Source: an optimization exercise on an open RTL-to-GDS flow (aim: small area, a short achievable clock period and few clock cycles). Production flows keep margins and buffers that such runs may drop. Where RTL was checked, it was by simulation tests only, not by an equivalence proof against the original. The RTL of runs 4 to 7 was laid out without a check of its function.

==> flow/config.mk <==
export PLATFORM = sky130hd
export DESIGN_NAME = pzip_decompressor
export DESIGN_NICKNAME = pzip_decompressor
export VERILOG_FILES = /design/flow/design.v
export SDC_FILE = /design/flow/constraint.sdc
export NUM_CORES = 4
export LEC_CHECK = 0
export ABC_AREA = 1
export CAP_MARGIN = 70
export CORE_MARGIN = 2
export CORE_UTILIZATION = 40
export SLEW_MARGIN = 70
==> flow/design.v <==
module pzip_decompressor (
    input  wire       clk,
    input  wire       rst,
    input  wire       in_valid,
    output wire       in_ready,
    input  wire [7:0] in_data,
    input  wire       in_last,
    output wire       out_valid,
    input  wire       out_ready,
    output wire [7:0] out_data,
    output reg        done,
    output reg        err
);
    localparam HAS   = 0,    
               TBYTE = 1,    
               TAG   = 2,    
               RLE_C = 3,    
               RLE_B = 4,    
               RLE   = 5,    
               RAW   = 6,    
               D_S0  = 7,    
               D_LO  = 8,    
               D_HI  = 9,    
               CODE  = 10,   
               POUT  = 11,   
               FIN   = 12,   
               DRAIN = 13;   
    reg  [13:0] st;
    reg  [23:0] bbuf;
    reg  [4:0]  bcnt;
    reg         last_seen;
    reg  [3:0]  idx;
    reg  [3:0]  tlen;
    reg  [3:0]  nshift;           
    reg  [7:0]  trail [0:14];
    reg  [7:0]  run_cnt;
    reg  [2:0]  dbits;
    reg  [7:0]  s [0:8];           
    reg  [35:0] bcd;               
    reg         zbad;              
    reg         err_r;
    reg  [7:0]  o0, o1;
    reg  [1:0]  ocnt;
    wire [15:0] win = bbuf[23:8];
    function [3:0] add3;
        input [3:0] d;
        begin
            add3[3] = d[3] | (d[2] & (d[1] | d[0]));
            add3[2] = (d[3] & d[0]) | (d[2] & ~d[1] & ~d[0]);
            add3[1] = (~d[3] & ~d[2] & d[1]) | (d[2] & d[1] & d[0]) | (d[3] & ~d[0]);
            add3[0] = (~d[3] & ~d[2] & d[0]) | (d[2] & d[1] & ~d[0]) | (d[3] & ~d[0]);
        end
    endfunction
    function [35:0] dabble8;
        input [35:0] b;
        input [7:0]  x;
        integer k, j;
        reg [35:0] t;
        begin
            t = b;
            for (k = 7; k >= 0; k = k - 1) begin
                for (j = 0; j < 9; j = j + 1)
                    t[4*j +: 4] = add3(t[4*j +: 4]);
                t = {t[34:0], x[k]};
            end
            dabble8 = t;
        end
    endfunction
    reg any_zero;
    integer z;
    always @(*) begin
        any_zero = 1'b0;
        for (z = 0; z < 9; z = z + 1)
            if (bcd[4*z +: 4] == 4'd0) any_zero = 1'b1;
    end
    wire [3:0] digit = bcd[idx*4 +: 4];
    reg  [7:0] perm_byte;
    always @(*) begin
        case (digit)
            4'd1: perm_byte = s[0];
            4'd2: perm_byte = s[1];
            4'd3: perm_byte = s[2];
            4'd4: perm_byte = s[3];
            4'd5: perm_byte = s[4];
            4'd6: perm_byte = s[5];
            4'd7: perm_byte = s[6];
            4'd8: perm_byte = s[7];
            default: perm_byte = s[8];
        endcase
    end
    reg [3:0] d0, d1, d2, d3;
    always @(*) begin
        case (dbits)
            3'd1: begin d0 = {3'b0, win[15]};    d1 = {3'b0, win[14]};
                        d2 = {3'b0, win[13]};    d3 = {3'b0, win[12]}; end
            3'd2: begin d0 = {2'b0, win[15:14]}; d1 = {2'b0, win[13:12]};
                        d2 = {2'b0, win[11:10]}; d3 = {2'b0, win[9:8]}; end
            3'd3: begin d0 = {1'b0, win[15:13]}; d1 = {1'b0, win[12:10]};
                        d2 = {1'b0, win[9:7]};   d3 = {1'b0, win[6:4]}; end
            3'd4: begin d0 = win[15:12]; d1 = win[11:8];
                        d2 = win[7:4];   d3 = win[3:0]; end
            default: begin d0 = 4'd0; d1 = 4'd0; d2 = 4'd0; d3 = 4'd0; end
        endcase
    end
    wire [7:0] prev = st[D_LO] ? s[0] : s[4];
    wire [4:0] p2   = d0 + d1;
    wire [5:0] p3   = p2 + d2;
    wire [5:0] p4   = p2 + (d2 + d3);
    wire [8:0] sum1 = prev + d0;
    wire [8:0] sum2 = prev + p2;
    wire [8:0] sum3 = prev + p3;
    wire [8:0] sum4 = prev + p4;
    wire ge3  = (bcnt >= 5'd3);
    wire ge5  = (bcnt >= 5'd5);
    wire ge8  = (bcnt >= 5'd8);
    wire ge11 = (bcnt >= 5'd11);
    wire ge12 = (bcnt >= 5'd12);
    wire ge16 = bcnt[4];
    reg  ged;                      
    always @(*) begin
        case (dbits)
            3'd1:    ged = (bcnt >= 5'd4);
            3'd2:    ged = ge8;
            3'd3:    ged = ge12;
            3'd4:    ged = ge16;
            default: ged = 1'b1;
        endcase
    end
    wire [2:0] tag  = win[15:13];
    wire       ld   = !ocnt[1];    
    wire rle_last   = (run_cnt == 8'd1);
    wire idx8       = (idx == 4'd8);
    wire fin_ld  = ld && st[FIN] && (nshift == 4'd15);
    wire oload   = (ld && (st[RLE] || (st[RAW] && ge8) || st[POUT])) || fin_ld;
    wire rec_end = ld && ((st[RLE] && rle_last) || (st[POUT] && idx8 && !zbad));
    wire tag_go  = (st[TAG] || rec_end) && ge3;
    wire tag_wide = tag_go && ge11 && (tag != 3'd1) && (tag != 3'd7);
    wire rd8     = (st[TBYTE] || st[RLE_C] || st[RLE_B] || st[D_S0] || st[CODE]) && ge8;
    wire rd_has  = st[HAS] && ge5;
    wire rd_d    = (st[D_LO] || st[D_HI]) && ged;
    wire u1  = rd_has && !win[15];
    wire u3  = tag_go && !tag_wide;
    wire u4  = rd_d && (dbits == 3'd1);
    wire u5  = rd_has && win[15];
    wire u8  = rd8 || (st[RAW] && ge8 && ld) || (rd_d && dbits == 3'd2);
    wire u11 = tag_wide;
    wire u12 = rd_d && (dbits == 3'd3);
    wire u16 = rd_d && (dbits == 3'd4);
    wire starved = last_seen &&
        ((st[HAS] && !ge5) || (st[TAG] && !ge3) ||
         ((st[TBYTE] || st[RLE_C] || st[RLE_B] || st[RAW] || st[D_S0] || st[CODE]) && !ge8) ||
         ((st[D_LO] || st[D_HI]) && !ged));
    assign in_ready = !last_seen && !(bcnt[4] && (bcnt[3:0] != 4'd0));
    wire   accept   = in_valid && in_ready;
    wire [4:0] cnt_k = u1 ? bcnt - 5'd1 : u3 ? bcnt - 5'd3 : u4 ? bcnt - 5'd4 :
                       u5 ? bcnt - 5'd5 : u8 ? bcnt - 5'd8 : u11 ? bcnt - 5'd11 :
                       u12 ? bcnt - 5'd12 : u16 ? bcnt - 5'd16 : bcnt;
    wire [4:0] cnt_a = u1 ? bcnt + 5'd7 : u3 ? bcnt + 5'd5 : u4 ? bcnt + 5'd4 :
                       u5 ? bcnt + 5'd3 : u8 ? bcnt : u11 ? bcnt - 5'd3 :
                       u12 ? bcnt - 5'd4 : u16 ? bcnt - 5'd8 : bcnt + 5'd8;
    wire [23:0] inserted = bbuf | ({in_data, 16'h0000} >> bcnt);
    wire [23:0] pre      = accept ? inserted : bbuf;
    wire [23:0] shifted  = u1 ? pre << 1 : u3 ? pre << 3 : u4 ? pre << 4 :
                           u5 ? pre << 5 : u8 ? pre << 8 : u11 ? pre << 11 :
                           u12 ? pre << 12 : u16 ? pre << 16 : pre;
    wire tr_pad   = !st[HAS] && !st[TBYTE] && (nshift != 4'd15);
    wire tr_wr    = st[TBYTE] && ge8;
    wire tr_shift = tr_wr || tr_pad || fin_ld;
    integer i;
    always @(posedge clk) begin
        if (tr_shift) begin
            for (i = 0; i < 14; i = i + 1) trail[i] <= trail[i+1];
            trail[14] <= win[15:8];
        end
    end
    wire [7:0] src_data = st[RLE] ? s[0] : st[RAW] ? win[15:8] :
                          st[POUT] ? perm_byte : trail[0];
    wire opop = (ocnt != 2'd0) && out_ready;
    assign out_valid = (ocnt != 2'd0);
    assign out_data  = o0;
    always @(posedge clk) begin
        if (oload && (ocnt == 2'd0 || (ocnt == 2'd1 && opop)))
            o0 <= src_data;
        else if (opop)
            o0 <= o1;
        if (oload) o1 <= src_data;
    end
    always @(posedge clk) begin
        zbad <= any_zero;
        if (tag_go && tag == 3'd0) run_cnt <= win[12:5];
        else if (st[RLE_C]) run_cnt <= win[15:8];
        else if (st[RLE] && ld) run_cnt <= run_cnt - 8'd1;
        if (tag_go) dbits <= tag - 3'd2;
        if (tag_go) s[0] <= win[12:5];
        else if (st[RLE_B] || st[D_S0]) s[0] <= win[15:8];
        if (st[D_LO]) begin
            s[1] <= sum1[7:0]; s[2] <= sum2[7:0];
            s[3] <= sum3[7:0]; s[4] <= sum4[7:0];
        end
        if (st[D_HI]) begin
            s[5] <= sum1[7:0]; s[6] <= sum2[7:0];
            s[7] <= sum3[7:0]; s[8] <= sum4[7:0];
        end
        if (st[D_HI]) bcd <= 36'd0;
        else if (st[CODE] && ge8) bcd <= dabble8(bcd, win[15:8]);
    end
    wire out_empty = (ocnt == 2'd0) || (ocnt == 2'd1 && out_ready);
    wire fin_ok    = last_seen && out_empty;
    reg [13:0] nst;
    reg        to_done, to_drain, set_err;
    always @(*) begin
        nst      = st;
        to_done  = 1'b0;
        to_drain = 1'b0;
        set_err  = 1'b0;
        if (tag_go) begin
            nst = 14'd0;
            case (tag)
                3'd7: begin
                    if (tlen != 4'd0) nst[FIN] = 1'b1;
                    else if (fin_ok && !oload) to_done = 1'b1;
                    else to_drain = 1'b1;
                end
                3'd0: nst[ge11 ? RLE_B : RLE_C] = 1'b1;
                3'd1: nst[RAW] = 1'b1;
                default: nst[ge11 ? D_LO : D_S0] = 1'b1;
            endcase
        end else if (starved) begin
            set_err  = 1'b1;
            to_drain = 1'b1;
        end else begin
            if (st[HAS] && ge5) begin
                nst[HAS] = 1'b0;
                if (win[15] && win[14:11] != 4'd0) nst[TBYTE] = 1'b1;
                else nst[TAG] = 1'b1;
            end
            if (st[TBYTE] && ge8 && (idx + 4'd1 == tlen)) begin
                nst[TBYTE] = 1'b0; nst[TAG] = 1'b1;
            end
            if (st[RLE_C] && ge8) begin
                nst[RLE_C] = 1'b0; nst[RLE_B] = 1'b1;
            end
            if (st[RLE_B] && ge8) begin
                nst[RLE_B] = 1'b0;
                if (run_cnt == 8'd0) nst[TAG] = 1'b1;
                else nst[RLE] = 1'b1;
            end
            if (st[RLE] && ld && rle_last) begin
                nst[RLE] = 1'b0; nst[TAG] = 1'b1;
            end
            if (st[RAW] && ge8 && ld && idx8) begin
                nst[RAW] = 1'b0; nst[TAG] = 1'b1;
            end
            if (st[D_S0] && ge8) begin
                nst[D_S0] = 1'b0; nst[D_LO] = 1'b1;
            end
            if (st[D_LO] && ged) begin
                nst[D_LO] = 1'b0; nst[D_HI] = 1'b1;
                if (sum4[8]) begin set_err = 1'b1; to_drain = 1'b1; end
            end
            if (st[D_HI] && ged) begin
                nst[D_HI] = 1'b0; nst[CODE] = 1'b1;
                if (sum4[8]) begin set_err = 1'b1; to_drain = 1'b1; end
            end
            if (st[CODE] && ge8 && idx[1:0] == 2'd3) begin
                nst[CODE] = 1'b0; nst[POUT] = 1'b1;
            end
            if (st[POUT] && ld && idx8) begin
                nst[POUT] = 1'b0;
                if (zbad) begin set_err = 1'b1; to_drain = 1'b1; end
                else nst[TAG] = 1'b1;
            end
            if (fin_ld && tlen == 4'd1) to_drain = 1'b1;
            if (st[DRAIN] && (fin_ok || (accept && in_last && out_empty))) to_done = 1'b1;
        end
        if (to_drain) begin nst = 14'd0; nst[DRAIN] = 1'b1; end
        if (to_done)  begin nst = 14'd0; nst[HAS]   = 1'b1; end
    end
    always @(posedge clk) begin
        if (rst) begin
            st        <= 14'd1;
            bbuf      <= 24'd0;
            bcnt      <= 5'd0;
            last_seen <= 1'b0;
            idx       <= 4'd0;
            tlen      <= 4'd0;
            nshift    <= 4'd0;
            err_r     <= 1'b0;
            done      <= 1'b0;
            err       <= 1'b0;
            ocnt      <= 2'd0;
        end else begin
            st   <= nst;
            done <= to_done;
            ocnt <= ocnt + {1'b0, oload} - {1'b0, opop};
            if (to_drain || to_done || st[DRAIN]) begin
                bbuf <= 24'd0;
                bcnt <= 5'd0;
            end else begin
                bbuf <= shifted;
                bcnt <= accept ? cnt_a : cnt_k;
            end
            if (to_done) begin
                err       <= err_r;
                err_r     <= 1'b0;
                last_seen <= 1'b0;
                nshift    <= 4'd0;
            end else begin
                if (set_err) err_r <= 1'b1;
                if (accept && in_last) last_seen <= 1'b1;
                if (tr_wr || tr_pad) nshift <= nshift + 4'd1;
            end
            if (tag_go || (st[HAS] && ge5) || (st[D_HI] && ged) ||
                (st[CODE] && ge8 && idx[1:0] == 2'd3))
                idx <= 4'd0;
            else if ((st[TBYTE] && ge8) || (st[RAW] && ge8 && ld) ||
                     (st[CODE] && ge8) || (st[POUT] && ld))
                idx <= idx + 4'd1;
            if (st[HAS] && ge5) tlen <= win[15] ? win[14:11] : 4'd0;
            else if (fin_ld) tlen <= tlen - 4'd1;
        end
    end
endmodule
==> flow/run.sh <==
#!/bin/bash
# synth_recipe.tcl (not shown) runs the flow's synth.tcl, then flattens the netlist and writes it again
# the make line also repeats each setting of config.mk as NAME=value (left out here)
make -C /OpenROAD-flow-scripts/flow DESIGN_CONFIG=/design/flow/config.mk WORK_HOME=/design/flow/orfs CLKGATE_MAP_FILE= SYNTH_SCRIPT=/design/flow/synth_recipe.tcl finish
==> flow/constraint.sdc <==
create_clock -name core_clock -period 15.0 [get_ports {clk}]
set_input_delay 3.0000 -clock core_clock [delete_from_list [all_inputs] [get_ports {clk}]]
set_output_delay 3.0000 -clock core_clock [all_outputs]
set_load 0.01 [all_outputs]
==> results of run 1 <==
==> flip-flops by register name, indices dropped and copies added (netlist names), 4 cells and up <==
name,cells
st,14
o1,8
o0,8
s,72
trail,120
bbuf,24
nshift,4
bcnt,5
idx,4
tlen,4
bcd,36
run_cnt,8
==> synth_stat cells, drive strengths merged, types with 8 or more instances <==
library cell / n / area, um^2
xor2: 29 / 254
a211oi: 9 / 67.6
clkinv: 11 / 41.3
inv: 420 / 1580
o22ai: 32 / 200
o221ai: 10 / 87.6
nor2: 350 / 1580
a31oi: 15 / 93.8
o2111ai: 8 / 70.1
dfxtp: 98 / 1960
nand2: 998 / 3990
edfxtp: 219 / 6580
a21oi: 207 / 1140
xnor2: 15 / 131
ha: 48 / 601
a221oi: 30 / 263
nand4: 36 / 225
buf: 23 / 139
o21ai: 238 / 1240
o211ai: 27 / 203
clkbuf: 63 / 236
nor3: 24 / 130
nand3: 353 / 1850
o21bai: 9 / 71.3
fa: 16 / 320
==> worst max path at each step <==
stage	from	to	cells after the start
global route	dbits[2]	bbuf[5]	30
detailed placement	in_valid	bbuf[16]	15
finish	dbits[2]	bbuf[16]	30
CTS	dbits[2]	bbuf[16]	29
global placement	bbuf[23]	bcnt[4]	31
floorplan	bcnt[3]	trail[0][0]	9
==> area by class of cell <==
cell class | instances | share of cell area, %
clock buffers | 48 | 3.83
clock inverters | 19 | 0.702
inverters | 431 | 6.26
multi-input cells | 2508 | 50.6
flip-flops and latches | 317 | 32.9
well taps | 765 | 3.68
repair buffers | 51 | 1.99
==> layer usage <==
| metal | wire length (um) | vias up | GRT usage, % | part of all wire, % |
|---|---|---|---|---|
| li1 | - | 11214 | - | - |
| met1 | 31200 | 10171 | 31.6 | 48 |
| met2 | 27700 | 764 | 32.2 | 42 |
| met3 | 4890 | 111 | 3.74 | 7.5 |
| met4 | 1340 | 0 | 5.22 | 2.1 |
| met5 | 0 | - | 0 | 0 |
==> cells by family (layout without fill, tap and decap cells) <==
logic type	Yosys count	count (layout)	share of synthesized area (%)
mux	1	1	0.0427
xor+xnor	44	44	1.64
fa+ha+maj	64	64	3.92
compound gates	619	619	15.8
simple gates	1780	1780	33.6
buf+inv	517	549	8.52
flops	317	317	36.4
==> worst reg2reg max path, delay by kind of cell (launching register included) <==
| kind | cells | cell delay (ns) |
|---|---|---|
| DFF | 1 | 0.42 |
| and+or+nand+nor | 8 | 1.26 |
| AOI/OAI and AO/OA | 10 | 2.00 |
| xor gates and xnor gates | 1 | 0.26 |
| adders and majority gates | 3 | 1.15 |
| buffers and inverters | 8 | 0.97 |
==> flow_summary.toml, run 1 <==
[grt]
antenna_found_initial = 0
grt_pass1_wl_um = 106000
grt.overflow.total = 0
grt_pass1_vias = 19982
grt_max_degree = 49
grt.total_usage_pct = 21.4

[synthesis]
yosys_warnings = 3
syn-num-nets = 3419
syn_inst = 3342
synth.distinct_cells = 63
synth_async_sr_flop_share_pct = 0
ys.flop_type = "edfxtp_1"
ys_seq_area_share_pct = 36.4
synth_edf_count = 219
syn_avg_cell_area_um2 = 7.02
synth_area_mm2 = 0.0235
synth_seq_cells = 317

[sta]
rsz0062_at_grt = "no"
max_freq_ghz = 0.163
slew_violations = 0
holdWs_ns = 0.417
hold_viol_final = 0
setup_ws_ns = 8.86
fin_crit_ns = 6.14
skew_ns = 0.0160
finalCritPeriodShare_pct = 40.9
finalSetupViolCount = 0
setup_tns_ns = 0
max_slew.worst_pin.slew_ns = 0.447
relSlewSlack_pct = 69.9

[layout]
regArea_mm2 = 0.00856
stdcell_count = 4139
final_core_utilization_pct = 45.0
fillCellCount = 5940
insertedDiodeCount = 0
fin_nets = 3423
final_cell_mix = "nand2_1 (903), nand3_1 (333), inv_1 (325)"
syn_to_final_growth_pct = 10.8
layout_commonest_cell = "nand2_1"
multiInputGateArea_mm2 = 0.0132
final_area_mm2 = 0.0260
drive_above_1_share_pct = 13.5

[worst_setup_path]
critPathArrivalTime_ns = 6.59
r2r_end = "bbuf[16]"
crit_required_ns = 15.45
r2r-start = "dbits[2]"
worstRegToRegCells = 30
worstSetupStartpointType = "register"
cp_num_buf_inv = 8
worstSetupPathType = "reg2reg"
cp_slowest_stage_delay_ns = 0.48
cp_max_fo = 16
r2r_slack_ns = 8.86
end_kind = "register"
cp_top_family = "compound AO/OA/AOI/OAI gates"
cpMaxStageDelayCell = "fa_1"
cp_common_cell = "inv_1"

[place]
pre_cts_ws_ns = 8.59
io_buffers = 24
hpwl_um = 48700
gp_congestion = 0.936
place_inst = 4071
dpl_cell_area_mm2 = 0.0248

[job]
maxCapViolCount = 0

[routing]
ant_nets = 0
viasPerCell = 5.38
vias = 22260
wl_per_cell_um = 15.7
drcViolationCount = 0
drt-initial-drc-count = 1833
drt-pass1-iter-count = 5
finalWirelength_um = 65100

[die]
fp-row-count = 88
start_util_pct = 40.6
core_area_mm2 = 0.0578
die_w_um = 246
boundaryPins = 25
die_height_um = 246
dieArea_mm2 = 0.0606

[clock_tree]
cts_resized = 0
cts_setup_buffers = 0
cts_buffer_depth = 3
clock-sinks = 317
htreeDepth = 2
numCtsBuffers = 37
clkTransAtPathRegs_ns = 0.06
ctsHoldBuffers = 0
clk_latency_ns = 0.55
ctsRootBufferMaster = "clkbuf_16"
cts_tree = "done"

[hold_path]
hold_class = "reg2reg"
min_path_cells = 0
hold_start = "trail[4][3]"
hold_end = "trail[3][3]"

[status]
status = "no timing/DRC/antenna violations"
Testbench counts, summed over its fixed seeds: cycles 56,041.
==> run 2: changes to the inputs <==
--- a/flow/config.mk
+++ b/flow/config.mk
@@ -6,7 +6,7 @@
 export NUM_CORES = 4
 export LEC_CHECK = 0
 export ABC_AREA = 1
-export CAP_MARGIN = 70
+export CAP_MARGIN = 20
 export CORE_MARGIN = 2
 export CORE_UTILIZATION = 40
-export SLEW_MARGIN = 70
+export SLEW_MARGIN = 20
==> flow_summary.toml, run 2 <==
[synthesis]
synth_area_mm2 = 0.0235
syn-num-nets = 3419
synth_seq_cells = 317
synth_async_sr_flop_share_pct = 0
syn_inst = 3342
ys.flop_type = "edfxtp_1"
ys_seq_area_share_pct = 36.4
yosysMostFrequentCell = "nand2_1"
synth_edf_count = 219
synth_top_area_cell = "edfxtp_1"
yosys_warnings = 3
synth.distinct_cells = 63
synth_common_cells = "nand2_1 (909), inv_1 (337), nand3_1 (336)"
synth_area_leaders = "edfxtp_1 (28%), nand2_1 (15%), dfxtp_1 (8.4%)"
synth_top_area_share_pct = 28.0
syn_avg_cell_area_um2 = 7.02

[routing]
ant_nets = 0
drt-pass1-iter-count = 8
drcViolationCount = 0
finalWirelength_um = 64900
drt-initial-drc-count = 1992
route.met2.wl_um = 27300
wl_per_cell_um = 15.7
maxUsedRoutingLayer = "met4"
vias = 22030
routed-wl-met3_um = 4400
viasPerCell = 5.34
m1WireLength_um = 31700

[clock_tree]
numCtsBuffers = 37
cts_setup_buffers = 0
cts_resized = 0
clkTransAtPathRegs_ns = 0.07
clock-sinks = 317
htreeDepth = 2
ctsHoldBuffers = 0
clk_latency_ns = 0.55
cts_tree = "done"
cts_buffer_depth = 3
ctsRootBufferMaster = "clkbuf_16"

[sta]
finalSetupViolCount = 0
relSlewSlack_pct = 27.8
holdWs_ns = 0.416
finalCritPeriodShare_pct = 43.9
setup_ws_ns = 8.41
skew_ns = 0.0213
rsz0062_at_grt = "no"
fin_crit_ns = 6.59
slew_violations = 0
hold_viol_final = 0
max_slew.worst_pin.slew_ns = 1.07
max_freq_ghz = 0.152
setup_tns_ns = 0

[worst_setup_path]
cp_common_cell = "nand2_1"
cp_max_fo = 30
worstSetupStartpointType = "register"
r2r_slack_ns = 8.41
crit_required_ns = 15.47
end_kind = "register"
cp_slowest_stage_delay_ns = 0.79
critPathArrivalTime_ns = 7.06
cp_num_buf_inv = 5
r2r_end = "bcnt[1]"
worstRegToRegCells = 19
path_cells = "clkinv_1 > ha_1 > inv_1 > nor2_1 > o21ai_0 > nand2_1 > inv_2 > nand3_1 > nand2_1 > nand2_2 > nor2_1 > inv_1 > nor3_2 > nand2_1 > nand2_1 > nor2_1 > inv_2 > a221oi_1 > a211oi_1"
cp_top_family = "simple AND/OR/NAND/NOR gates"
worstSetupPathType = "reg2reg"
r2r-start = "bcnt[3]"
cpMaxStageDelayCell = "dfxtp_1"

[die]
dieArea_mm2 = 0.0606
die_w_um = 246
boundaryPins = 25
core_area_mm2 = 0.0578
die_height_um = 246
start_util_pct = 40.6
fp-row-count = 88

[hold_path]
hold_class = "reg2reg"
min_path_cells = 0
hold_end = "trail[7][5]"
hold_start = "trail[8][5]"

[grt]
grt_pass1_wl_um = 104000
grt.total_usage_pct = 21.2
grt_max_degree = 73
antenna_found_initial = 0
grt_pass1_vias = 19754
grt.overflow.total = 0

[place]
pre_cts_ws_ns = 8.53
hpwl_um = 48200
place_inst = 4059
gp_congestion = 0.936
io_buffers = 24

[layout]
reg_top3 = "trail: 120 flops, s: 72 flops, bcd: 36 flops"
stdcell_count = 4123
syn_to_final_growth_pct = 9.51
regArea_mm2 = 0.00854
top_register = "trail"
fin_nets = 3410
insertedDiodeCount = 0
drive_above_1_share_pct = 11.2
final_cell_mix = "nand2_1 (909), inv_1 (337), nand3_1 (335)"
multiInputGateArea_mm2 = 0.0130
fillCellCount = 5910
largest_reg_flops = 120
layout_commonest_cell = "nand2_1"

[status]
status = "no timing/DRC/antenna violations"

[job]
maxCapViolCount = 0
run 2: cell types whose count changed in the layout (fill, tap and decap cells not counted), moves of 8 or more:
cell      before  now
nor2_1       265  273
clkinv_2      13    2
o21ai_0      185  210
inv_2         91   81
inv_1        325  337
dfxtp_2       15    2
o21ai_1       40   20
dfxtp_1       82   96
run 2: worst max-delay path by stage:
stage	startpoint	endpoint	depth (start not counted)
2_1_floorplan	bcnt[3]	trail[0][0]	9
3_3_place_gp	bbuf[23]	bcnt[4]	31
3_5_place_dp	bbuf[23]	bbuf[16]	29
4_1_cts	bbuf[23]	bbuf[16]	29
5_1_grt	bbuf[23]	bcnt[4]	31
6_report	bcnt[3]	bcnt[1]	19
run 2: cell families (layout without fill, tap and decap cells):
| logic type | after synthesis | after routing | share of synthesized area (%) |
|---|---|---|---|
| xor+xnor | 44 | 44 | 1.64 |
| simple gates | 1780 | 1780 | 33.6 |
| flops | 317 | 317 | 36.4 |
| buf+inv | 517 | 533 | 8.52 |
| mux | 1 | 1 | 0.0427 |
| compound gates | 619 | 619 | 15.8 |
| fa+ha+maj | 64 | 64 | 3.92 |
run 2: layout make-up:
type / count / area share [%]
multi-input combinational: 2508 / 50.4
sequential: 317 / 33.2
inverter: 431 / 6.31
clock buffer: 47 / 3.99
tap: 765 / 3.72
timing repair buffer: 38 / 1.34
clock inverter: 17 / 0.979
run 2: worst reg2reg max path, stage by stage (launching register included):
cell      delay [ns]
dfxtp_1         0.79
clkinv_1        0.75
ha_1            0.50
inv_1           0.09
nor2_1          0.05
o21ai_0         0.20
nand2_1         0.69
inv_2           0.55
nand3_1         0.55
nand2_1         0.68
nand2_2         0.28
nor2_1          0.24
inv_1           0.18
nor3_2          0.40
nand2_1         0.10
nand2_1         0.13
nor2_1          0.06
inv_2           0.07
a221oi_1        0.05
a211oi_1        0.17
run 2: per-stage QoR:
step	utilization (%)	area, um^2
global route	44.5	25700
floorplan	-	23500
finish	44.5	25700
global placement	42.2	24400
detailed placement	42.2	24400
CTS	44.5	25700
run 2: metal layers:
layer | GRT usage [%] | up-vias
li1 | - | 11171
met1 | 31.4 | 10066
met2 | 31.5 | 681
met3 | 3.63 | 112
met4 | 5.85 | 0
met5 | 0 | -
==> run 3: changes to the inputs <==
--- a/flow/config.mk
+++ b/flow/config.mk
@@ -9,4 +9,5 @@
 export CAP_MARGIN = 20
 export CORE_MARGIN = 2
 export CORE_UTILIZATION = 40
+export CTS_BUF_LIST = sky130_fd_sc_hd__clkbuf_4 sky130_fd_sc_hd__clkbuf_8
 export SLEW_MARGIN = 20
==> flow_summary.toml, run 3 <==
[synthesis]
yosys_warnings = 3
syn_inst = 3342
synth_top_area_cell = "edfxtp_1"
yosysMostFrequentCell = "nand2_1"
synth_area_mm2 = 0.0235
syn-num-nets = 3419
synth_async_sr_flop_share_pct = 0
synth_top_area_share_pct = 28.0
synth_area_leaders = "edfxtp_1 (28%), nand2_1 (15%), dfxtp_1 (8.4%)"
synth_common_cells = "nand2_1 (909), inv_1 (337), nand3_1 (336)"
ys.flop_type = "edfxtp_1"
ys_seq_area_share_pct = 36.4
synth_edf_count = 219
synth_seq_cells = 317
synth.distinct_cells = 63
syn_avg_cell_area_um2 = 7.02

[clock_tree]
clk_latency_ns = 0.67
cts_tree = "done"
ctsRootBufferMaster = "clkbuf_8"
cts_resized = 0
htreeDepth = 2
clkTransAtPathRegs_ns = 0.07
cts_setup_buffers = 0
numCtsBuffers = 56
cts_buffer_depth = 3
clock-sinks = 317
ctsHoldBuffers = 0

[routing]
drt-pass1-iter-count = 6
wl_per_cell_um = 15.7
ant_nets = 0
finalWirelength_um = 65500
drcViolationCount = 0
viasPerCell = 5.35
drt-initial-drc-count = 2084
vias = 22270

[worst_setup_path]
crit_required_ns = 15.55
cp_common_cell = "inv_1"
cp_slowest_stage_delay_ns = 0.55
worstSetupPathType = "reg2reg"
critPathArrivalTime_ns = 7.19
cp_max_fo = 16
worstSetupStartpointType = "register"
end_kind = "register"
cpMaxStageDelayCell = "dfxtp_1"

[grt]
met1_usage_pct = 31.3
grt_pass1_vias = 20010
grt.busiest_layer = "met2"
grt_util_met2_pct = 31.6
grt_pass1_wl_um = 105000
grt_max_degree = 73
grt.overflow.total = 0
antenna_found_initial = 1
grt.total_usage_pct = 21.4
met3_usage_pct = 3.94

[job]
maxCapViolCount = 0

[status]
status = "no timing/DRC/antenna violations"

[die]
die_height_um = 246
fp-row-count = 88
core_area_mm2 = 0.0578
boundaryPins = 25
start_util_pct = 40.6
die_w_um = 246
dieArea_mm2 = 0.0606

[sta]
finalCritPeriodShare_pct = 44.3
setup_tns_ns = 0
max_freq_ghz = 0.151
relSlewSlack_pct = 29.7
skew_ns = 0.0456
rsz0062_at_grt = "no"
finalSetupViolCount = 0
max_slew.worst_pin.slew_ns = 1.05
slew_violations = 0
hold_viol_final = 0
setup_ws_ns = 8.36
fin_crit_ns = 6.64

[place]
pre_cts_ws_ns = 8.53
place_inst = 4059
gp_congestion = 0.936
dpl_cell_area_mm2 = 0.0244
hpwl_um = 48200
io_buffers = 24

[layout]
top_register = "trail"
drive_above_1_share_pct = 12.0
layout_commonest_cell = "nand2_1"
syn_to_final_growth_pct = 9.25
largest_reg_flops = 120
reg_top3 = "trail: 120 flops, s: 72 flops, bcd: 36 flops"
fin_nets = 3429
fillCellCount = 5955
stdcell_count = 4165
final_area_mm2 = 0.0256
final_cell_mix = "nand2_1 (909), inv_1 (337), nand3_1 (335)"

[hold_path]
hold_class = "reg2reg"
## run 3: logic make-up (layout without fill, tap and decap cells)
group	count (synthesis)	in the layout	synth area share, %
DFF	317	317	36.4
AOI/OAI and AO/OA	619	619	15.8
buffers and inverters	517	574	8.52
other	0	1	0
and+or+nand+nor	1780	1780	33.6
adders and majority gates	64	64	3.92
muxes	1	1	0.0427
xor gates and xnor gates	44	44	1.64
## run 3: final timing paths
| path | startpoint | endpoint | slack (ns) | cells after the start |
|---|---|---|---|---|
| max | bbuf[23] | bbuf[16] | 8.36 | 29 |
| min | trail[6][3] | trail[5][3] | 0.40 | 0 |
| max reg2reg | bbuf[23] | bbuf[16] | 8.36 | 29 |
| min reg2reg | trail[6][3] | trail[5][3] | 0.40 | 0 |
## run 3: per-stage QoR
stage / hold WS, ns / utilization (%)
after floorplan: 0.400 / -
after global placement: 0.401 / 42.2
after detailed placement: 0.405 / 42.2
after CTS: 0.382 / 44.3
after global routing: 0.398 / 44.3
final: 0.396 / 44.3
## run 3: layout make-up
type                            instances  area [um^2]  area share, %
Timing Repair Buffer                   38          345           1.35
Sequential cell                       317         8540           33.3
Inverter                              431         1620           6.33
Tap cell                              765          957           3.73
Clock inverter                         36          344           1.34
Antenna cell                            1         2.50        0.00976
Multi-Input combinational cell       2508        13000           50.5
Clock buffer                           69          868           3.39
## run 3: layer usage
| layer | share of wire (%) | vias up |
|---|---|---|
| li1 | - | 11245 |
| met1 | 48 | 10138 |
| met2 | 42 | 757 |
| met3 | 7.5 | 130 |
| met4 | 2.6 | 0 |
| met5 | 0 | - |
## run 3: worst max-delay path: cells and delay by family, from the launching register on
family / cells / cell delay (ns)
buffers and inverters: 8 / 1.41
flip-flops: 1 / 0.55
AND/OR/NAND/NOR: 8 / 1.06
AO/OA/AOI/OAI: 9 / 2.08
XOR/XNOR: 1 / 0.27
adder cells (fa/ha/maj): 3 / 1.14
==> run 4: changes to the inputs <==
--- a/flow/design.v
+++ b/flow/design.v
@@ -22,7 +22,7 @@
                D_LO  = 8,    
                D_HI  = 9,    
                CODE  = 10,   
-               POUT  = 11,   
+               HOLD  = 11,   
                FIN   = 12,   
                DRAIN = 13;   
     reg  [13:0] st;
@@ -37,6 +37,10 @@
     reg  [2:0]  dbits;
     reg  [7:0]  s [0:8];           
     reg  [35:0] bcd;               
+    reg  [7:0]  sq [0:8];
+    reg  [35:0] bcdq;
+    reg         q_busy;
+    reg  [3:0]  qidx;
     reg         zbad;              
     reg         err_r;
     reg  [7:0]  o0, o1;
@@ -71,21 +75,21 @@
     always @(*) begin
         any_zero = 1'b0;
         for (z = 0; z < 9; z = z + 1)
-            if (bcd[4*z +: 4] == 4'd0) any_zero = 1'b1;
+            if (bcdq[4*z +: 4] == 4'd0) any_zero = 1'b1;
     end
-    wire [3:0] digit = bcd[idx*4 +: 4];
+    wire [3:0] digit = bcdq[qidx*4 +: 4];
     reg  [7:0] perm_byte;
     always @(*) begin
         case (digit)
-            4'd1: perm_byte = s[0];
-            4'd2: perm_byte = s[1];
-            4'd3: perm_byte = s[2];
-            4'd4: perm_byte = s[3];
-            4'd5: perm_byte = s[4];
-            4'd6: perm_byte = s[5];
-            4'd7: perm_byte = s[6];
-            4'd8: perm_byte = s[7];
-            default: perm_byte = s[8];
+            4'd1: perm_byte = sq[0];
+            4'd2: perm_byte = sq[1];
+            4'd3: perm_byte = sq[2];
+            4'd4: perm_byte = sq[3];
+            4'd5: perm_byte = sq[4];
+            4'd6: perm_byte = sq[5];
+            4'd7: perm_byte = sq[6];
+            4'd8: perm_byte = sq[7];
+            default: perm_byte = sq[8];
         endcase
     end
     reg [3:0] d0, d1, d2, d3;
@@ -130,9 +134,14 @@
     wire       ld   = !ocnt[1];    
     wire rle_last   = (run_cnt == 8'd1);
     wire idx8       = (idx == 4'd8);
-    wire fin_ld  = ld && st[FIN] && (nshift == 4'd15);
-    wire oload   = (ld && (st[RLE] || (st[RAW] && ge8) || st[POUT])) || fin_ld;
-    wire rec_end = ld && ((st[RLE] && rle_last) || (st[POUT] && idx8 && !zbad));
+    wire q_ld    = ld && q_busy;               
+    wire q_end   = q_ld && (qidx == 4'd8);
+    wire q_free  = !q_busy || q_end;
+    wire handoff = st[HOLD] && q_free;
+    wire pe      = ld && !q_busy;              
+    wire fin_ld  = pe && st[FIN] && (nshift == 4'd15);
+    wire oload   = q_ld || (pe && (st[RLE] || (st[RAW] && ge8))) || fin_ld;
+    wire rec_end = (pe && st[RLE] && rle_last) || handoff;
     wire tag_go  = (st[TAG] || rec_end) && ge3;
     wire tag_wide = tag_go && ge11 && (tag != 3'd1) && (tag != 3'd7);
     wire rd8     = (st[TBYTE] || st[RLE_C] || st[RLE_B] || st[D_S0] || st[CODE]) && ge8;
@@ -142,7 +151,7 @@
     wire u3  = tag_go && !tag_wide;
     wire u4  = rd_d && (dbits == 3'd1);
     wire u5  = rd_has && win[15];
-    wire u8  = rd8 || (st[RAW] && ge8 && ld) || (rd_d && dbits == 3'd2);
+    wire u8  = rd8 || (st[RAW] && ge8 && pe) || (rd_d && dbits == 3'd2);
     wire u11 = tag_wide;
     wire u12 = rd_d && (dbits == 3'd3);
     wire u16 = rd_d && (dbits == 3'd4);
@@ -173,8 +182,8 @@
             trail[14] <= win[15:8];
         end
     end
-    wire [7:0] src_data = st[RLE] ? s[0] : st[RAW] ? win[15:8] :
-                          st[POUT] ? perm_byte : trail[0];
+    wire [7:0] src_data = q_busy ? perm_byte : st[RLE] ? s[0] :
+                          st[RAW] ? win[15:8] : trail[0];
     wire opop = (ocnt != 2'd0) && out_ready;
     assign out_valid = (ocnt != 2'd0);
     assign out_data  = o0;
@@ -187,9 +196,17 @@
     end
     always @(posedge clk) begin
         zbad <= any_zero;
+        if (handoff) begin
+            sq[0] <= s[0]; sq[1] <= s[1]; sq[2] <= s[2];
+            sq[3] <= s[3]; sq[4] <= s[4]; sq[5] <= s[5];
+            sq[6] <= s[6]; sq[7] <= s[7]; sq[8] <= s[8];
+            bcdq  <= bcd;
+        end
+        if (handoff) qidx <= 4'd0;
+        else if (q_ld) qidx <= qidx + 4'd1;
         if (tag_go && tag == 3'd0) run_cnt <= win[12:5];
         else if (st[RLE_C]) run_cnt <= win[15:8];
-        else if (st[RLE] && ld) run_cnt <= run_cnt - 8'd1;
+        else if (st[RLE] && pe) run_cnt <= run_cnt - 8'd1;
         if (tag_go) dbits <= tag - 3'd2;
         if (tag_go) s[0] <= win[12:5];
         else if (st[RLE_B] || st[D_S0]) s[0] <= win[15:8];
@@ -205,7 +222,7 @@
         else if (st[CODE] && ge8) bcd <= dabble8(bcd, win[15:8]);
     end
     wire out_empty = (ocnt == 2'd0) || (ocnt == 2'd1 && out_ready);
-    wire fin_ok    = last_seen && out_empty;
+    wire fin_ok    = last_seen && out_empty && !q_busy && !handoff;
     reg [13:0] nst;
     reg        to_done, to_drain, set_err;
     always @(*) begin
@@ -245,10 +262,10 @@
                 if (run_cnt == 8'd0) nst[TAG] = 1'b1;
                 else nst[RLE] = 1'b1;
             end
-            if (st[RLE] && ld && rle_last) begin
+            if (st[RLE] && pe && rle_last) begin
                 nst[RLE] = 1'b0; nst[TAG] = 1'b1;
             end
-            if (st[RAW] && ge8 && ld && idx8) begin
+            if (st[RAW] && ge8 && pe && idx8) begin
                 nst[RAW] = 1'b0; nst[TAG] = 1'b1;
             end
             if (st[D_S0] && ge8) begin
@@ -263,16 +280,16 @@
                 if (sum4[8]) begin set_err = 1'b1; to_drain = 1'b1; end
             end
             if (st[CODE] && ge8 && idx[1:0] == 2'd3) begin
-                nst[CODE] = 1'b0; nst[POUT] = 1'b1;
+                nst[CODE] = 1'b0; nst[HOLD] = 1'b1;
             end
-            if (st[POUT] && ld && idx8) begin
-                nst[POUT] = 1'b0;
-                if (zbad) begin set_err = 1'b1; to_drain = 1'b1; end
-                else nst[TAG] = 1'b1;
+            if (handoff) begin
+                nst[HOLD] = 1'b0; nst[TAG] = 1'b1;
             end
             if (fin_ld && tlen == 4'd1) to_drain = 1'b1;
-            if (st[DRAIN] && (fin_ok || (accept && in_last && out_empty))) to_done = 1'b1;
+            if (st[DRAIN] && (fin_ok || (accept && in_last && out_empty && !q_busy)))
+                to_done = 1'b1;
         end
+        if (q_end && zbad) begin set_err = 1'b1; to_drain = 1'b1; to_done = 1'b0; end
         if (to_drain) begin nst = 14'd0; nst[DRAIN] = 1'b1; end
         if (to_done)  begin nst = 14'd0; nst[HAS]   = 1'b1; end
     end
@@ -289,7 +306,10 @@
             done      <= 1'b0;
             err       <= 1'b0;
             ocnt      <= 2'd0;
+            q_busy    <= 1'b0;
         end else begin
+            if (handoff) q_busy <= 1'b1;
+            else if (q_end) q_busy <= 1'b0;
             st   <= nst;
             done <= to_done;
             ocnt <= ocnt + {1'b0, oload} - {1'b0, opop};
@@ -313,8 +333,8 @@
             if (tag_go || (st[HAS] && ge5) || (st[D_HI] && ged) ||
                 (st[CODE] && ge8 && idx[1:0] == 2'd3))
                 idx <= 4'd0;
-            else if ((st[TBYTE] && ge8) || (st[RAW] && ge8 && ld) ||
-                     (st[CODE] && ge8) || (st[POUT] && ld))
+            else if ((st[TBYTE] && ge8) || (st[RAW] && ge8 && pe) ||
+                     (st[CODE] && ge8))
                 idx <= idx + 4'd1;
             if (st[HAS] && ge5) tlen <= win[15] ? win[14:11] : 4'd0;
             else if (fin_ld) tlen <= tlen - 4'd1;
--- a/flow/config.mk
+++ b/flow/config.mk
@@ -9,5 +9,4 @@
 export CAP_MARGIN = 20
 export CORE_MARGIN = 2
 export CORE_UTILIZATION = 40
-export CTS_BUF_LIST = sky130_fd_sc_hd__clkbuf_4 sky130_fd_sc_hd__clkbuf_8
 export SLEW_MARGIN = 20
==> flow_summary.toml, run 4 <==
[status]
status = "no timing/DRC/antenna violations"

[clock_tree]
cts_tree = "done"
cts_buffer_depth = 3
clock-sinks = 430
clkTransAtPathRegs_ns = 0.06
clk_latency_ns = 0.59
ctsHoldBuffers = 0
numCtsBuffers = 46
cts_resized = 0
cts_setup_buffers = 0
htreeDepth = 2
ctsRootBufferMaster = "clkbuf_16"

[synthesis]
syn_avg_cell_area_um2 = 7.77
yosysMostFrequentCell = "nand2_1"
synth_area_leaders = "edfxtp_1 (36%), nand2_1 (12%), dfxtp_1 (7.5%)"
syn-num-nets = 3603
synth.mux.area_fraction_pct = 0.0731
synth_edf_count = 327
synth-simple-area-share_pct = 30.8
ys.flop_type = "edfxtp_1"
synth.distinct_cells = 67
synth_top_area_share_pct = 35.9
synth_async_sr_flop_share_pct = 0
synth_common_cells = "nand2_1 (894), nand3_1 (340), inv_1 (329)"
ys_seq_area_share_pct = 43.4
synth_area_mm2 = 0.0274
synth_top_area_cell = "edfxtp_1"
yosys_warnings = 4
synth_seq_cells = 430
synth_top_family_by_area = "simple AND/OR/NAND/NOR gates"
synth_xor_area_share_pct = 1.34
syn_inst = 3523
synth-compound-area-share_pct = 13.2
synth-adder-area-share_pct = 3.50

[layout]
regArea_mm2 = 0.0119
top_register = "trail"
layout_commonest_cell = "nand2_1"
fillCellCount = 6703
insertedDiodeCount = 0
largest_reg_flops = 120
stdcell_count = 4439
final_cell_mix = "nand2_1 (894), nand3_1 (339), inv_1 (329)"
fin_nets = 3609
syn_to_final_growth_pct = 9.81
drive_above_1_share_pct = 13.8
final_core_utilization_pct = 44.5
multiInputGateArea_mm2 = 0.0134
reg_top3 = "trail: 120 flops, s: 72 flops, sq: 72 flops"

[routing]
drt-pass1-iter-count = 5
vias = 23477
ant_nets = 0
viasPerCell = 5.29
drt-initial-drc-count = 2005
drcViolationCount = 0
wl_per_cell_um = 16.0
finalWirelength_um = 70900

[sta]
setup_ws_ns = 8.36
max_freq_ghz = 0.151
setup_tns_ns = 0
skew_ns = 0.0234
finalSetupViolCount = 0
hold_viol_final = 0
slew_violations = 0
finalCritPeriodShare_pct = 44.3
holdWs_ns = 0.412
rsz0062_at_grt = "no"
relSlewSlack_pct = 28.7
fin_crit_ns = 6.64
max_slew.worst_pin.slew_ns = 1.07

[place]
gp_congestion = 0.956
place_inst = 4354
io_buffers = 24
hpwl_um = 51700
pre_cts_ws_ns = 8.30

[worst_setup_path]
worstRegToRegCells = 25
end_kind = "register"
cp_max_fo = 16
r2r-start = "dbits[0]"
cp-startpoint = "dbits[0]"
cp_common_cell = "inv_1"
crit_required_ns = 15.48
cpMaxStageDelayCell = "a221oi_1"
worstSetupPathType = "reg2reg"
r2r_end = "bbuf[18]"
critPathArrivalTime_ns = 7.12
r2r_slack_ns = 8.36
worstSetupStartpointType = "register"
endpoint = "bbuf[18]"
cp_slowest_stage_delay_ns = 0.69

[grt]
antenna_found_initial = 1
grt_max_degree = 93
grt.overflow.total = 0
grt_pass1_vias = 21637
grt.total_usage_pct = 19.9
grt_pass1_wl_um = 114000

[die]
boundaryPins = 25
start_util_pct = 40.5
fp-row-count = 95
core_area_mm2 = 0.0675
die_height_um = 266
dieArea_mm2 = 0.0705
die_w_um = 266

[hold_path]
min_path_cells = 0
hold_class = "reg2reg"

[job]
maxCapViolCount = 0
## run 4: changes by cell type in the layout (fill, tap and decap cells not counted), sizes merged, moves of 7 or more
| cell | previous run | this run |
|---|---|---|
| nand4 | 36 | 53 |
| nor2 | 350 | 357 |
| nand3 | 353 | 362 |
| edfxtp | 219 | 327 |
| nand2 | 998 | 1021 |
| clkbuf | 69 | 56 |
| clkinv | 38 | 27 |
| o21ai | 238 | 228 |
| o22ai | 32 | 25 |
| a21oi | 207 | 189 |
| inv | 421 | 450 |
## run 4: how the worst min path moves through the flow
stage,endpoint,startpoint,slack (ns)
6_report,trail[7][2],trail[8][2],0.41
5_1_grt,sq[8][4],s[8][4],0.42
4_1_cts,trail[7][2],trail[8][2],0.41
3_5_place_dp,sq[3][5],s[3][5],0.40
3_3_place_gp,sq[7][2],s[7][2],0.40
2_1_floorplan,sq[1][0],s[1][0],0.40
## run 4: per-stage QoR
| step | cell area (um^2) |
|---|---|
| after global placement | 28500 |
| after global routing | 30100 |
| final | 30100 |
| after CTS | 30100 |
| after floorplan | 27400 |
| after detailed placement | 28500 |
## run 4: routing by layer
metal	vias to the layer above	part of all wire [%]	global-route usage, %	wire length (um)
li1	11910	-	-	-
met1	10712	46	27.6	33000
met2	712	43	31.2	30700
met3	141	7.5	4.48	5280
met4	2	2.7	5.68	1910
met5	-	0.023	0	16
## run 4: cell type report
type	count	area share, %
Multi-Input combinational cell	2551	44.6
Clock inverter	29	1.02
Timing Repair Buffer	44	1.31
Sequential cell	430	39.5
Inverter	456	5.73
Clock buffer	56	4.13
Tap cell	873	3.63
## run 4: critical path, delay by kind of cell, from the launching register on
kind / cells / cell delay (ns)
simple gates: 8 / 2.02
flops: 1 / 0.35
buf+inv: 6 / 1.02
fa+ha+maj: 3 / 1.04
xor+xnor: 1 / 0.35
compound gates: 7 / 1.71
## run 4: logic make-up after synthesis
group	Yosys count
muxes	2
buffers and inverters	542
adders and majority gates	67
DFF	430
xor gates and xnor gates	42
and+or+nand+nor	1844
AOI/OAI and AO/OA	596
==> run 5: changes to the inputs <==
--- a/flow/design.v
+++ b/flow/design.v
@@ -235,7 +235,6 @@
             case (tag)
                 3'd7: begin
                     if (tlen != 4'd0) nst[FIN] = 1'b1;
-                    else if (fin_ok && !oload) to_done = 1'b1;
                     else to_drain = 1'b1;
                 end
                 3'd0: nst[ge11 ? RLE_B : RLE_C] = 1'b1;
@@ -313,7 +312,7 @@
             st   <= nst;
             done <= to_done;
             ocnt <= ocnt + {1'b0, oload} - {1'b0, opop};
-            if (to_drain || to_done || st[DRAIN]) begin
+            if (st[DRAIN]) begin
                 bbuf <= 24'd0;
                 bcnt <= 5'd0;
             end else begin
==> flow_summary.toml, run 5 <==
[routing]
drcViolationCount = 0
vias = 23490
drt-initial-drc-count = 2023
ant_nets = 0
viasPerCell = 5.31
wl_per_cell_um = 15.8
drt-pass1-iter-count = 6
finalWirelength_um = 69600

[worst_setup_path]
worstSetupStartpointType = "register"
r2r-start = "bbuf[23]"
path_cells = "clkinv_1 > ha_1 > a21oi_1 > nor2_1 > clkdlybuf4s50_1"
crit_required_ns = 12.00
cpMaxStageDelayCell = "clkinv_1"
worstSetupPathType = "reg2out"
r2r_end = "st[5]"
critPathArrivalTime_ns = 3.33
cp_max_fo = 20
cp_top_family = "buffers and inverters"
cp_num_buf_inv = 2
r2r_slack_ns = 9.11
cp_slowest_stage_delay_ns = 0.68
end_kind = "output pin"
worstRegToRegCells = 25

[place]
gp_congestion = 0.928
hpwl_um = 49800
io_buffers = 24

[clock_tree]
cts_buffer_depth = 3
ctsHoldBuffers = 0
cts_tree = "done"
numCtsBuffers = 46
clk_latency_ns = 0.60
cts_setup_buffers = 0
cts_resized = 0
htreeDepth = 2
clkTransAtPathRegs_ns = 0.06
ctsRootBufferMaster = "clkbuf_16"
clock-sinks = 430

[sta]
setup_tns_ns = 0
fin_crit_ns = 6.33
finalSetupViolCount = 0
hold_viol_final = 0
relSlewSlack_pct = 29.7
slew_violations = 0
skew_ns = 0.0263
finalCritPeriodShare_pct = 42.2
holdWs_ns = 0.413
rsz0062_at_grt = "no"
max_slew.worst_pin.slew_ns = 1.05
max_freq_ghz = 0.158

[synthesis]
synth_top_area_share_pct = 36.3
syn-num-nets = 3577
ys.flop_type = "edfxtp_1"
synth_common_cells = "nand2_1 (927), nand3_1 (364), edfxtp_1 (327)"
synth_edf_count = 327
ys_seq_area_share_pct = 43.9
synth_area_leaders = "edfxtp_1 (36%), nand2_1 (13%), dfxtp_1 (7.6%)"
synth_area_mm2 = 0.0271
syn_inst = 3499
syn_avg_cell_area_um2 = 7.73
synth.distinct_cells = 65
synth_seq_cells = 430
yosysMostFrequentCell = "nand2_1"
synth_async_sr_flop_share_pct = 0
synth_top_area_cell = "edfxtp_1"
yosys_warnings = 4

[grt]
antenna_found_initial = 0
grt.overflow.total = 0
grt_pass1_vias = 21130
grt.total_usage_pct = 19.6
grt_pass1_wl_um = 112000
grt_max_degree = 72

[layout]
multiInputGateArea_mm2 = 0.0132
fin_nets = 3593
reg_top3 = "trail: 120 flops, s: 72 flops, sq: 72 flops"
insertedDiodeCount = 0
final_cell_mix = "nand2_1 (927), nand3_1 (363), edfxtp_1 (327)"
largest_reg_flops = 120
layout_commonest_cell = "nand2_1"
top_register = "trail"
fillCellCount = 6735
regArea_mm2 = 0.0119
drive_above_1_share_pct = 12.1
syn_to_final_growth_pct = 10.1

[die]
start_util_pct = 40.4
fp-row-count = 95
die_height_um = 264
dieArea_mm2 = 0.0697
boundaryPins = 25
core_area_mm2 = 0.0670
die_w_um = 264

[hold_path]
hold_start = "trail[12][0]"
min_path_cells = 0
hold_end = "trail[11][0]"
hold_class = "reg2reg"

[job]
maxCapViolCount = 0

[status]
status = "no timing/DRC/antenna violations"
[run 5: cell count changes after synthesis, moves of 7 or more]
cell,delta
nand3_1,+24
xor2_1,+7
inv_2,-17
nand2_2,-25
nand2_1,+33
o21ai_0,+11
[run 5: worst register-to-register path: cells and delay by family, from the launching register on]
family / cells / cell delay [ns]
simple gates: 9 / 0.83
xor+xnor: 1 / 0.27
fa+ha+maj: 3 / 1.38
flops: 1 / 0.51
buf+inv: 5 / 1.12
compound gates: 7 / 1.67
[run 5: worst max-delay path by stage]
stage,from,slack (ns),to,depth (start not counted)
2_1_floorplan,qidx[0],9.01,bcnt[0],25
3_3_place_gp,in_data[7],8.92,bbuf[12],15
3_5_place_dp,in_data[7],8.83,bbuf[12],15
4_1_cts,bcnt[3],8.75,in_ready,5
5_1_grt,bcnt[2],8.50,in_ready,5
6_report,bcnt[3],8.67,in_ready,5
[run 5: kinds of logic (layout without fill, tap and decap cells)]
family                     count (synthesis)  in the layout  share of synthesized area, %
DFF                                      430            430                          43.9
buffers and inverters                    514            563                          7.27
and+or+nand+nor                         1852           1852                          30.7
AOI/OAI and AO/OA                        591            591                          13.1
xor gates and xnor gates                  47             47                          1.52
adders and majority gates                 65             65                          3.45
[run 5: area by class of cell]
cell class              instances  share of cell area, %
multi-input cells            2555                   44.4
flip-flops and latches        430                   39.9
clock inverters                31                   1.13
well taps                     873                   3.67
clock buffers                  50                   3.91
inverters                     429                   5.42
repair buffers                 53                   1.54
[run 5: metal layers]
layer | vias up | wire length (um) | track usage [%]
met1 | 10781 | 33200 | 28.6
met3 | 122 | 4410 | 2.67
met5 | - | 0 | 0
met4 | 0 | 1960 | 6.11
li1 | 11893 | - | -
met2 | 694 | 30100 | 30.2
[run 5: per-stage QoR]
stage	cells	worst slack, ns	utilization (%)	instance area, um^2
final	4421	8.67	44.4	29800
after global routing	4421	8.50	44.4	29800
after CTS	4421	8.75	44.4	29800
after detailed placement	4340	8.83	42.2	28300
after global placement	4340	8.92	42.2	28300
after floorplan	3499	9.01	-	27100
==> run 6: changes to the inputs <==
--- a/flow/config.mk
+++ b/flow/config.mk
@@ -6,7 +6,7 @@
 export NUM_CORES = 4
 export LEC_CHECK = 0
 export ABC_AREA = 1
-export CAP_MARGIN = 20
+export CAP_MARGIN = 85
 export CORE_MARGIN = 2
 export CORE_UTILIZATION = 40
-export SLEW_MARGIN = 20
+export SLEW_MARGIN = 85
==> flow_summary.toml, run 6 <==
[status]
status = "no timing/DRC/antenna violations"

[grt]
grt_pass1_vias = 22216
antenna_found_initial = 2
grt.total_usage_pct = 20.3
grt.overflow.total = 0
grt_max_degree = 33
grt_pass1_wl_um = 116000

[die]
dieArea_mm2 = 0.0697
die_height_um = 264
start_util_pct = 40.4
fp-row-count = 95
boundaryPins = 25
core_area_mm2 = 0.0670
die_w_um = 264

[routing]
drt-pass1-iter-count = 6
drcViolationCount = 0
wl_per_cell_um = 15.9
viasPerCell = 5.31
ant_nets = 0
finalWirelength_um = 72600
vias = 24190
drt-initial-drc-count = 2018

[sta]
fin_crit_ns = 5.82
relSlewSlack_pct = 82.8
setup_tns_ns = 0
holdWs_ns = 0.414
max_freq_ghz = 0.172
skew_ns = 0.0313
max_slew.worst_pin.slew_ns = 0.256
hold_viol_final = 0
finalCritPeriodShare_pct = 38.8
rsz0062_at_grt = "no"
slew_violations = 0
setup_ws_ns = 9.18
finalSetupViolCount = 0

[layout]
fin_nets = 3721
final_cell_mix = "nand2_1 (903), nand3_1 (358), edfxtp_1 (327)"
insertedDiodeCount = 0
syn_to_final_growth_pct = 24.4
layout_commonest_cell = "nand2_1"
reg_top3 = "trail: 120 flops, s: 72 flops, sq: 72 flops"
top_register = "trail"
final_core_utilization_pct = 50.2
largest_reg_flops = 120
drive_above_1_share_pct = 24.8

[clock_tree]
clkTransAtPathRegs_ns = 0.06
cts_setup_buffers = 0
numCtsBuffers = 45
htreeDepth = 2
ctsHoldBuffers = 0
clock-sinks = 430
cts_resized = 0
ctsRootBufferMaster = "clkbuf_16"
cts_buffer_depth = 3
clk_latency_ns = 0.61
cts_tree = "done"

[place]
hpwl_um = 53900
io_buffers = 24
pre_cts_ws_ns = 8.79
gp_congestion = 0.928

[synthesis]
synth_common_cells = "nand2_1 (927), nand3_1 (364), edfxtp_1 (327)"
synth_top_area_share_pct = 36.3
yosysMostFrequentCell = "nand2_1"
synth_edf_count = 327
synth_seq_cells = 430
syn_avg_cell_area_um2 = 7.73
synth_area_leaders = "edfxtp_1 (36%), nand2_1 (13%), dfxtp_1 (7.6%)"
synth_async_sr_flop_share_pct = 0
synth_area_mm2 = 0.0271
synth_top_area_cell = "edfxtp_1"
ys.flop_type = "edfxtp_1"
syn_inst = 3499
yosys_warnings = 4
ys_seq_area_share_pct = 43.9
synth.distinct_cells = 65
syn-num-nets = 3577

[worst_setup_path]
cp_slowest_stage_delay_ns = 0.59
end_kind = "register"
critPathArrivalTime_ns = 6.35
cp_num_buf_inv = 10
worstSetupStartpointType = "register"
cp_max_fo = 8
cp_top_family = "buffers and inverters"
worstSetupPathType = "reg2reg"
crit_required_ns = 15.54
cpMaxStageDelayCell = "fa_1"

[job]
maxCapViolCount = 0

[hold_path]
hold_class = "reg2reg"
[run 6: cell counts after synthesis]
Identical to the previous run, type by type.
[run 6: worst paths after layout]
check                               from        to  slack (ns)  cells past startpoint
worst min-delay path             s[7][7]  sq[7][7]        0.41                      0
worst min register to register   s[7][7]  sq[7][7]        0.41                      0
worst max-delay path            dbits[1]     st[5]        9.18                     30
worst max register to register  dbits[1]     st[5]        9.18                     30
[run 6: layer usage]
| metal | vias up | GRT usage, % | part of all wire [%] |
|---|---|---|---|
| met2 | 637 | 32.5 | 45 |
| met4 | 2 | 6.70 | 2.9 |
| met1 | 11242 | 28.2 | 46 |
| met3 | 137 | 3.16 | 5.8 |
| li1 | 12172 | - | - |
| met5 | - | 0 | 0.018 |
[run 6: layout make-up]
cell class                      count  area [um^2]
Clock buffer                       57         1200
Tap cell                          873         1090
Inverter                          429         1740
Multi-Input combinational cell   2555        15500
Sequential cell                   430        12000
Timing Repair Buffer              182         1770
Fill cell                        6248        33400
Clock inverter                     26          309
[run 6: through the flow]
step	cell area (um^2)	instances
global route	33700	4552
finish	33700	4552
global placement	28300	4340
floorplan	27100	3499
detailed placement	31500	4451
CTS	33000	4534
[run 6: cells by family (layout without fill, tap and decap cells)]
family                   count (synthesis)  in the layout  synth area share [%]
flip-flops                             430            430                  43.9
buffers and inverters                  514            694                  7.27
AND/OR/NAND/NOR                       1852           1852                  30.7
adder cells (fa/ha/maj)                 65             65                  3.45
XOR/XNOR                                47             47                  1.52
AO/OA/AOI/OAI                          591            591                  13.1
==> run 7: changes to the inputs <==
--- a/flow/config.mk
+++ b/flow/config.mk
@@ -6,7 +6,7 @@
 export NUM_CORES = 4
 export LEC_CHECK = 0
 export ABC_AREA = 1
-export CAP_MARGIN = 85
+export CAP_MARGIN = 70
 export CORE_MARGIN = 2
 export CORE_UTILIZATION = 40
-export SLEW_MARGIN = 85
+export SLEW_MARGIN = 70
==> flow_summary.toml, run 7 <==
[clock_tree]
ctsRootBufferMaster = "clkbuf_16"
cts_buffer_depth = 3
cts_resized = 0
ctsHoldBuffers = 0
clk_latency_ns = 0.60
cts_setup_buffers = 0
clkTransAtPathRegs_ns = 0.06
clock-sinks = 430
numCtsBuffers = 46
cts_tree = "done"
htreeDepth = 2

[synthesis]
syn-num-nets = 3577
synth_top_area_share_pct = 36.3
synth.distinct_cells = 65
syn_avg_cell_area_um2 = 7.73
synth_edf_count = 327
synth_seq_cells = 430
ys.flop_type = "edfxtp_1"
synth_async_sr_flop_share_pct = 0
ys_seq_area_share_pct = 43.9
synth_area_mm2 = 0.0271
yosys_warnings = 4
yosysMostFrequentCell = "nand2_1"
synth_common_cells = "nand2_1 (927), nand3_1 (364), edfxtp_1 (327)"
synth_top_area_cell = "edfxtp_1"
syn_inst = 3499
synth_area_leaders = "edfxtp_1 (36%), nand2_1 (13%), dfxtp_1 (7.6%)"

[worst_setup_path]
cp_top_family = "buffers and inverters"
cp_slowest_stage_delay_ns = 0.51
r2r_slack_ns = 9.32
worstSetupStartpointType = "register"
cp_num_buf_inv = 2
path_cells = "clkinv_2 > ha_1 > a21oi_1 > nor2_1 > clkdlybuf4s50_1"
worstSetupPathType = "reg2out"
crit_required_ns = 12.00
critPathArrivalTime_ns = 2.72
cp_max_fo = 20
cpMaxStageDelayCell = "dfxtp_2"
end_kind = "output pin"

[sta]
finalCritPeriodShare_pct = 38.1
relSlewSlack_pct = 69.1
max_slew.worst_pin.slew_ns = 0.462
skew_ns = 0.0225
rsz0062_at_grt = "no"
fin_crit_ns = 5.72
hold_viol_final = 0
slew_violations = 0
setup_tns_ns = 0
max_freq_ghz = 0.175
finalSetupViolCount = 0

[layout]
syn_to_final_growth_pct = 11.8
fillCellCount = 6682
drive_above_1_share_pct = 14.2
final_core_utilization_pct = 45.1
largest_reg_flops = 120
final_cell_mix = "nand2_1 (925), nand3_1 (360), edfxtp_1 (327)"
multiInputGateArea_mm2 = 0.0134
regArea_mm2 = 0.0119
insertedDiodeCount = 0
layout_commonest_cell = "nand2_1"
fin_nets = 3606
reg_top3 = "trail: 120 flops, s: 72 flops, sq: 72 flops"
top_register = "trail"

[routing]
ant_nets = 0
drcViolationCount = 0
routed-wl-met3_um = 4360
viasPerCell = 5.30
route.met2.wl_um = 30500
drt-pass1-iter-count = 6
m1WireLength_um = 33100
vias = 23513
drt-initial-drc-count = 2129
wl_per_cell_um = 15.8
maxUsedRoutingLayer = "met4"
finalWirelength_um = 70000

[die]
boundaryPins = 25
start_util_pct = 40.4
core_area_mm2 = 0.0670
die_w_um = 264
dieArea_mm2 = 0.0697
die_height_um = 264
fp-row-count = 95

[place]
gp_congestion = 0.928
hpwl_um = 50800
io_buffers = 24

[grt]
grt_pass1_vias = 21331
grt.overflow.total = 0
grt.total_usage_pct = 19.8
grt_max_degree = 49
grt_pass1_wl_um = 113000
antenna_found_initial = 1

[status]
status = "no timing/DRC/antenna violations"

[job]
maxCapViolCount = 0

[hold_path]
hold_class = "reg2reg"
run 7: cell counts after synthesis:
Identical to the previous run, type by type.
run 7: routing by layer:
metal,track usage (%),up-vias
li1,-,11901
met1,28.0,10825
met2,30.9,649
met3,3.45,138
met4,6.13,0
met5,0,-
run 7: cells by family after synthesis:
| family | Yosys count | share of synthesized area (%) |
|---|---|---|
| buffers and inverters | 514 | 7.27 |
| flip-flops | 430 | 43.9 |
| AO/OA/AOI/OAI | 591 | 13.1 |
| adder cells (fa/ha/maj) | 65 | 3.45 |
| AND/OR/NAND/NOR | 1852 | 30.7 |
| XOR/XNOR | 47 | 1.52 |
run 7: path summary, 6_finish.rpt:
check | startpoint | end | depth (start not counted)
max reg2reg | dbits[1] | st[5] | 26
min reg2reg | s[8][5] | sq[8][5] | 0
max | bcnt[3] | in_ready | 5
min | s[8][5] | sq[8][5] | 0
run 7: layout make-up:
class                   instances  area share, %
inverters                     429           5.37
clock inverters                35           1.12
repair buffers                 66           2.29
flip-flops and latches        430           39.4
well taps                     873           3.61
clock buffers                  51           3.87
multi-input cells            2555           44.4
run 7: metrics by stage:
step | setup slack [ns] | hold WS (ns) | cell area, um^2 | std cells
after global placement | 8.92 | 0.400 | 28300 | 4340
after CTS | 9.28 | 0.411 | 30200 | 4438
after global routing | 8.80 | 0.418 | 30300 | 4439
after detailed placement | 9.20 | 0.405 | 28700 | 4352
final | 9.28 | 0.411 | 30300 | 4439
after floorplan | 9.01 | 0.400 | 27100 | 3499

-- separate check: timing with driven ports --
How much do the figures lean on ideal ports? The routed layouts below were timed once more, with nothing changed but the port constraints. Step 1 sets driving cells, clkbuf_16 on the clock port and buf_2 on the other inputs (assumed; they add their load-dependent delay and slew). Step 2 times the ports against the registers' clock, not the clock port: input delays grow and output delays shrink by t, the midpoint of the rising clock arrivals with the driver on. Slacks: no drivers / after step 1 / after step 2; pairs: no drivers / after step 1.
run | shift t [ns] | setup WS [ns] | worst register clock-pin slew, ns
run 1 | 0.601 | 8.858 / 8.858 / 8.493 | 0.06 / 0.06
run 2 | 0.594 | 8.411 / 8.411 / 8.411 | 0.07 / 0.07
run 3 | 0.701 | 8.361 / 8.361 / 8.361 | 0.07 / 0.07
run 4 | 0.629 | 8.362 / 8.362 / 8.202 | 0.07 / 0.07
run 5 | 0.645 | 8.674 / 8.616 / 8.713 | 0.07 / 0.07
run 6 | 0.645 | 9.183 / 9.183 / 8.783 | 0.07 / 0.07
run 7 | 0.645 | 9.278 / 9.219 / 9.150 | 0.07 / 0.07
After both steps setup and hold are still met in every run listed. For run 6, which loses most, drivers alone change the setup slack by 0.000 ns; drivers and shift together by -0.400 ns.
